Background: an optimization exercise with open tools, aiming at small area, a short achievable clock period and few clock cycles. Do not read the settings as production practice. In this exercise RTL edits were held to simulation tests only and were not proved equivalent to the original. Power figures rest on the tool's default switching activity, not on a simulated workload.

### flow/run.sh
#!/bin/bash
# synth_recipe.tcl (not shown) runs the flow's synth.tcl, then flattens the netlist and writes it again
# the make line also repeats each setting of config.mk as NAME=value (left out here)
make -C /OpenROAD-flow-scripts/flow DESIGN_CONFIG=/design/flow/config.mk WORK_HOME=/design/flow/orfs CLKGATE_MAP_FILE= SYNTH_SCRIPT=/design/flow/synth_recipe.tcl finish
### flow/config.mk
export PLATFORM = sky130hd
export DESIGN_NAME = busyboard_core
export DESIGN_NICKNAME = busyboard_core
export VERILOG_FILES = /design/flow/design.v
export SDC_FILE = /design/flow/constraint.sdc
export NUM_CORES = 4
export LEC_CHECK = 0
export CAP_MARGIN = 20
export CORE_MARGIN = 2
export CORE_UTILIZATION = 30
export PLACE_DENSITY = 0.45
export SLEW_MARGIN = 20
### flow/constraint.sdc
create_clock -name core_clock -period 10.0 [get_ports {clk}]
set_input_delay 2.0000 -clock core_clock [delete_from_list [all_inputs] [get_ports {clk}]]
set_output_delay 2.0000 -clock core_clock [all_outputs]
set_load 0.01 [all_outputs]
### flow/design.v
module busyboard_core (
    input  wire       clk,
    input  wire       rst,         
    input  wire       cmd_valid,
    output wire       cmd_ready,
    input  wire [1:0] cmd_op,      
    input  wire [7:0] cmd_addr,
    input  wire [7:0] cmd_data,
    output reg        out_valid,
    output reg  [7:0] out_data,
    output wire       rd_valid,
    output wire       rd_hit,
    output wire [7:0] rd_data,
    output wire [7:0] acc,
    output wire [7:0] pc,
    output wire       carry,
    output wire       halted,
    output wire       illegal,
    output wire [8:0] mem_len
);
    localparam [1:0] CMD_STEP  = 2'd0,
                     CMD_WRITE = 2'd1,
                     CMD_SETPC = 2'd2,
                     CMD_READ  = 2'd3;
    localparam [7:0] OP_NOP = 8'h00, OP_LDI = 8'h01, OP_LDA = 8'h02,
                     OP_STA = 8'h03, OP_ADD = 8'h04, OP_SUB = 8'h05,
                     OP_JMP = 8'h06, OP_JPZ = 8'h07, OP_JPC = 8'h08,
                     OP_OUT = 8'h0E, OP_HLT = 8'h0F;
    localparam [2:0] S_IDLE  = 3'd0,
                     S_FETCH = 3'd1,    
                     S_OPER  = 3'd2,    
                     S_EXEC  = 3'd3,    
                     S_READ  = 3'd4;    
    reg [2:0] state;
    reg [7:0] a_r;
    reg [7:0] pc_r;
    reg       c_r;
    reg       h_r;
    reg       i_r;
    reg [8:0] len_r;
    reg [7:0] mem [0:255];
    reg [7:0] opcode_r;
    reg [7:0] operand_r;
    reg [7:0] raddr_r;      
    reg  [8:0] rd_addr;     
    always @(*) begin
        case (state)
            S_FETCH: rd_addr = {1'b0, pc_r};
            S_OPER:  rd_addr = {1'b0, pc_r} + 9'd1;
            S_EXEC:  rd_addr = {1'b0, operand_r};
            default: rd_addr = {1'b0, raddr_r};
        endcase
    end
    wire       mem_hit = rd_addr < len_r;
    wire [7:0] mem_q   = mem[rd_addr[7:0]];
    function automatic op_valid(input [7:0] op);
        op_valid = (op <= OP_JPC) || (op == OP_OUT) || (op == OP_HLT);
    endfunction
    function automatic op_short(input [7:0] op);
        op_short = (op == OP_NOP) || (op == OP_OUT) || (op == OP_HLT);
    endfunction
    wire [8:0] pc_plus1 = {1'b0, pc_r} + 9'd1;
    wire [8:0] pc_plus2 = {1'b0, pc_r} + 9'd2;
    reg [8:0] jump_next;
    always @(*) begin
        case (opcode_r)
            OP_JMP:  jump_next = {1'b0, mem_q};
            OP_JPZ:  jump_next = (a_r == 8'h00) ? {1'b0, mem_q} : pc_plus2;
            OP_JPC:  jump_next = c_r ? {1'b0, mem_q} : pc_plus2;
            default: jump_next = pc_plus2;
        endcase
    end
    wire [8:0] sum  = {1'b0, a_r} + {1'b0, mem_q};
    wire [8:0] diff = {1'b0, a_r} - {1'b0, mem_q};
    wire [8:0] sta_len = ({1'b0, operand_r} >= len_r) ? ({1'b0, operand_r} + 9'd1) : len_r;
    wire       cmd_fire = cmd_valid && cmd_ready;
    integer k;
    always @(posedge clk) begin
        out_valid <= 1'b0;
        if (rst) begin
            state     <= S_IDLE;
            a_r       <= 8'h00;
            pc_r      <= 8'h00;
            c_r       <= 1'b0;
            h_r       <= 1'b0;
            i_r       <= 1'b0;
            len_r     <= 9'd0;
            opcode_r  <= 8'h00;
            operand_r <= 8'h00;
            raddr_r   <= 8'h00;
            out_data  <= 8'h00;
            for (k = 0; k < 256; k = k + 1)
                mem[k] <= 8'h00;
        end else begin
            case (state)
                S_IDLE: if (cmd_fire) begin
                    case (cmd_op)
                        CMD_STEP:
                            if (!h_r && !i_r)
                                state <= S_FETCH;
                        CMD_WRITE: begin
                            mem[cmd_addr] <= cmd_data;
                            if ({1'b0, cmd_addr} >= len_r)
                                len_r <= {1'b0, cmd_addr} + 9'd1;
                        end
                        CMD_SETPC:
                            pc_r <= cmd_addr;
                        CMD_READ: begin
                            raddr_r <= cmd_addr;
                            state   <= S_READ;
                        end
                    endcase
                end
                S_FETCH: begin
                    opcode_r <= mem_q;
                    if (!mem_hit || !op_valid(mem_q)) begin
                        i_r   <= 1'b1;             
                        state <= S_IDLE;
                    end else if (op_short(mem_q)) begin
                        state <= S_IDLE;
                        if (mem_q == OP_HLT) begin
                            h_r <= 1'b1;
                        end else begin
                            if (mem_q == OP_OUT) begin
                                out_valid <= 1'b1;
                                out_data  <= a_r;
                            end
                            if (pc_plus1 < len_r) pc_r <= pc_plus1[7:0];
                            else                  i_r  <= 1'b1;
                        end
                    end else begin
                        state <= S_OPER;
                    end
                end
                S_OPER: begin
                    operand_r <= mem_q;
                    if (!mem_hit) begin
                        i_r   <= 1'b1;             
                        state <= S_IDLE;
                    end else begin
                        case (opcode_r)
                            OP_LDI, OP_JMP, OP_JPZ, OP_JPC: begin
                                if (opcode_r == OP_LDI) a_r <= mem_q;
                                if (jump_next < len_r) pc_r <= jump_next[7:0];
                                else                   i_r  <= 1'b1;
                                state <= S_IDLE;
                            end
                            default:                 
                                state <= S_EXEC;
                        endcase
                    end
                end
                S_EXEC: begin
                    case (opcode_r)
                        OP_LDA:
                            if (mem_hit) a_r <= mem_q;
                        OP_STA: begin
                            mem[operand_r] <= a_r;
                            len_r <= sta_len;
                        end
                        OP_ADD: begin
                            c_r <= mem_hit && sum[8];
                            if (mem_hit) a_r <= sum[7:0];
                        end
                        OP_SUB: begin
                            c_r <= mem_hit && diff[8];
                            if (mem_hit) a_r <= diff[7:0];
                        end
                        default: ;
                    endcase
                    if (opcode_r == OP_STA) begin
                        if (pc_plus2 < sta_len) pc_r <= pc_plus2[7:0];
                        else                    i_r  <= 1'b1;
                    end else begin
                        if (pc_plus2 < len_r)   pc_r <= pc_plus2[7:0];
                        else                    i_r  <= 1'b1;
                    end
                    state <= S_IDLE;
                end
                S_READ:
                    state <= S_IDLE;
                default:
                    state <= S_IDLE;
            endcase
        end
    end
    assign cmd_ready = (state == S_IDLE);
    assign rd_valid  = (state == S_READ);
    assign rd_hit    = mem_hit;
    assign rd_data   = mem_q;
    assign acc     = a_r;
    assign pc      = pc_r;
    assign carry   = c_r;
    assign halted  = h_r;
    assign illegal = i_r;
    assign mem_len = len_r;
endmodule
==> results.txt <==
==> synth_stat cells, types with 25 or more instances <==
cell and count:
dfxtp_1 64, mux4_2 121, a31oi_1 91, nor4_1 27, o211ai_1 124, a221oi_1 56, clkbuf_1 584, and3_1 81
a211oi_1 95, o32ai_1 113, o21ai_0 320, a32oi_1 85, or3_1 44, mux2_2 85, nor2b_1 25, o22ai_1 95
o221ai_1 61, buf_1 43, a22oi_1 93, or2_2 92, ha_1 76, mux2i_1 302, buf_4 61, inv_1 87
buf_2 186, nor3_1 64, nand3_1 323, nor2_1 2269, a21o_1 33, o31ai_1 36, nand4_1 59, nand2_1 1015
a21oi_1 183, edfxtp_1 2048
==> report_power, final <==
part           switching (mW)  internal, mW  total, mW  leakage (nW)
clock network            3.81          4.96       8.77          3.67
registers               0.132          9.97       10.1          21.6
logic                    1.61         0.635       2.25          14.0
total                    5.55          15.6       21.1          39.3
==> worst min-delay path by stage <==
stage	from	to	slack (ns)	cells after the start
final	out_data[2]	out_data[2]	0.50	2
after CTS	out_data[2]	out_data[2]	0.51	2
after detailed placement	out_data[2]	out_data[2]	0.49	2
after floorplan	raddr_r[7]	raddr_r[7]	0.46	2
after global placement	out_data[4]	out_data[4]	0.48	2
after global routing	out_data[7]	out_data[7]	0.54	2
==> routing by layer <==
| layer | wire (um) | part of all wire, % | track usage [%] |
|---|---|---|---|
| met1 | 187000 | 40 | 35.0 |
| met2 | 202000 | 43 | 39.0 |
| met3 | 50600 | 11 | 5.89 |
| met4 | 25100 | 5.4 | 12.2 |
| met5 | 85 | 0.018 | 0 |
==> through the flow <==
stage | utilization [%] | setup slack [ns] | setup TNS [ns] | instance area, um^2
2_1_floorplan | - | 3.81 | 0 | 104000
3_3_place_gp | 32.3 | -0.443 | -2.92 | 111000
3_5_place_dp | 32.3 | 1.04 | 0 | 111000
4_1_cts | 34.5 | 0.207 | 0 | 118000
5_1_grt | 34.5 | 0.152 | 0 | 119000
6_report | 34.5 | 0.266 | 0 | 119000
==> worst max-delay path: stages (launching register included) <==
cell,delay [ns]
dfxtp_4,0.82
o21bai_1,0.46
nand2b_4,0.47
nand2_8,0.31
inv_12,0.57
buf_4,0.50
o221ai_1,0.20
nand3_1,0.19
nor4bb_1,0.33
buf_4,0.25
nand4_1,0.23
a32oi_1,0.41
nand4_1,0.53
buf_4,0.38
inv_1,0.14
clkdlybuf4s50_1,0.56
==> timing repair <==
| action | CTS | global route |
|---|---|---|
| endpoints found under the setup margin | 1 | 1 |
| pin swaps | 1 | 0 |
| resized for setup | 0 | 1 |
| setup buffers | 2 | 0 |
| hold buffers | 0 | 0 |
==> layout make-up <==
cell class	instances	area (um^2)
antenna	23	57.6
clock buffer	303	6380
clock inverter	133	1130
fill	34062	225000
inverter	93	384
multi-input combinational	6329	37100
sequential	2112	62800
tap	4557	5700
timing repair buffer	565	4990
==> flip-flops by register name, indices dropped and copies added, names as in the netlist <==
name,count
operand_r,8
a_r,8
opcode_r,8
pc_r,8
out_valid,1
mem,2048
raddr_r,8
state,3
len_r,9
h_r,1
out_data,8
c_r,1
i_r,1
==> cells by family after synthesis <==
logic type	count (synthesis)	synth area share (%)
compound gates	1609	11.0
xor+xnor	29	0.245
simple gates	4103	16.5
fa+ha+maj	78	0.955
mux	510	6.49
buf+inv	993	4.24
flops	2112	60.5
==> impl_metrics.env <==
export IMPL_status="no timing/DRC/antenna violations"
export IMPL_r2r_start="state[0]"
export IMPL_critPathKind="reg -> out"
export IMPL_synth_edf_count=2048
export IMPL_dp_cells=13653
export IMPL_port_buffers=68
export IMPL_rsz0062_at_grt="false"
export IMPL_worst_ep_required_time_ns=8.00
export IMPL_power_leakage_nw=39.3
export IMPL_ant_nets=0
export IMPL_routed_via_density=5.88
export IMPL_grt_usage_pct=25.8
export IMPL_antenna_found_initial=42
export IMPL_worstSetupStartpointType="flip-flop"
export IMPL_regToRegSetupSlack_ns=0.94
export IMPL_crit_end="rd_data[4]"
export IMPL_ys_top_cells_by_area="edfxtp_1 (59%), nor2_1 (8.2%), nand2_1 (3.7%)"
export IMPL_syn_mean_instance_area_um2=11.0
export IMPL_area_growth_pct=14.3
export IMPL_ys_async_sr_fraction_pct=0
export IMPL_yosys_warnings=1
export IMPL_routed_wl_um=465000
export IMPL_nets=9443
export IMPL_rr_worst_depth=25
export IMPL_ys_seq_area_share_pct=60.5
export IMPL_maxSlewHeadroom_pct=16.9
export IMPL_first_global_vias=78948
export IMPL_overflow=0
export IMPL_die_x_um=592
export IMPL_r2r_end="pc_r[1]"
export IMPL_mostFrequentLayoutCells="nor2_1 (2260), edfxtp_1 (2048), nand2_1 (999)"
export IMPL_power_density_nw_per_um2=178
export IMPL_grt_pass1_wl_um=643000
export IMPL_clkLatencyLatePin_ns=0.94
export IMPL_total_power_mw=21.1
export IMPL_start_util_pct=30.2
export IMPL_vias=83030
export IMPL_synth_area_um2=104000
export IMPL_maxSlewViolCount=0
export IMPL_arrival_ns=7.73
export IMPL_clockBufferDepth=4
export IMPL_cp_end_kind="primary output"
export IMPL_hold_slack_ns=0.497
export IMPL_finalSetupViolCount=0
export IMPL_core_um2=344000
export IMPL_place_congestion=0.902
export IMPL_clock_sinks=2112
export IMPL_grt_max_degree=99
export IMPL_layoutNonFillerInstCount=14115
export IMPL_syn_inst=9434
export IMPL_cts_buffers=243
export IMPL_skew_ns=0.0993
export IMPL_cp_max_fo=87
export IMPL_routedWlPerCell_um=32.9
export IMPL_cts_tree="built"
export IMPL_dr_pass1_iters=9
export IMPL_hpwlAfterDp_um=302000
export IMPL_synth_seq_cells=2112
export IMPL_vdd_drop_max_uv=144
export IMPL_die_h_um=592
export IMPL_synth_top_cell_by_area="edfxtp_1"
export IMPL_max_slew_worst_pin_slew_ns=1.24
export IMPL_ys_types=116
export IMPL_maxCapViolations=0
export IMPL_layout_commonest_cell="nor2_1"
export IMPL_htree_levels=4
export IMPL_post_route_period_util_pct=97.3
export IMPL_drt_iter0_drc=12476
export IMPL_hold_violations=0
export IMPL_synth_top_area_share_pct=59.3
export IMPL_fmax_mhz=103
export IMPL_hp_class="reg -> reg"
export IMPL_cts_root_buf="clkbuf_16"
export IMPL_final_layout_size_suffix_gt1_share_pct=13.1
export IMPL_clkTransAtPathRegs_ns=0.07
export IMPL_die_area_um2=350000
export IMPL_crit_start="state[0]"
export IMPL_pin_count=69
export IMPL_rows=215
export IMPL_ys_flop_type="edfxtp_1"
export IMPL_finalCriticalPeriod_ns=9.73
export IMPL_syn_num_nets=9533
export IMPL_drcViolationCount=0
Testbench counts, summed over its fixed seeds: cycles 96,272.

[separate check: timing with driven ports]
How much do the figures lean on ideal ports? The routed layout below was timed once more, with nothing changed but the port constraints. Step 1: set_driving_cell puts a clkbuf_16 on clk and a buf_2 on each other input, an assumption about the parent block. Step 2 times the ports against the registers' clock, not the clock port: input delays grow and output delays shrink by t, the midpoint of the rising clock arrivals with the driver on. a / b / c = ideal ports / drivers / drivers and shift; a / b = the first two.
shift t [ns]: 0.998
slack for setup (ns): 0.266 / 0.161 / 0.939
slew at the worst register clock pin (ns): 0.07 / 0.07
pins driven straight from the clock port: 1
After both steps setup and hold are still met in this run. The setup slack of this run moves by -0.105 ns with the drivers and by +0.673 ns with both steps.
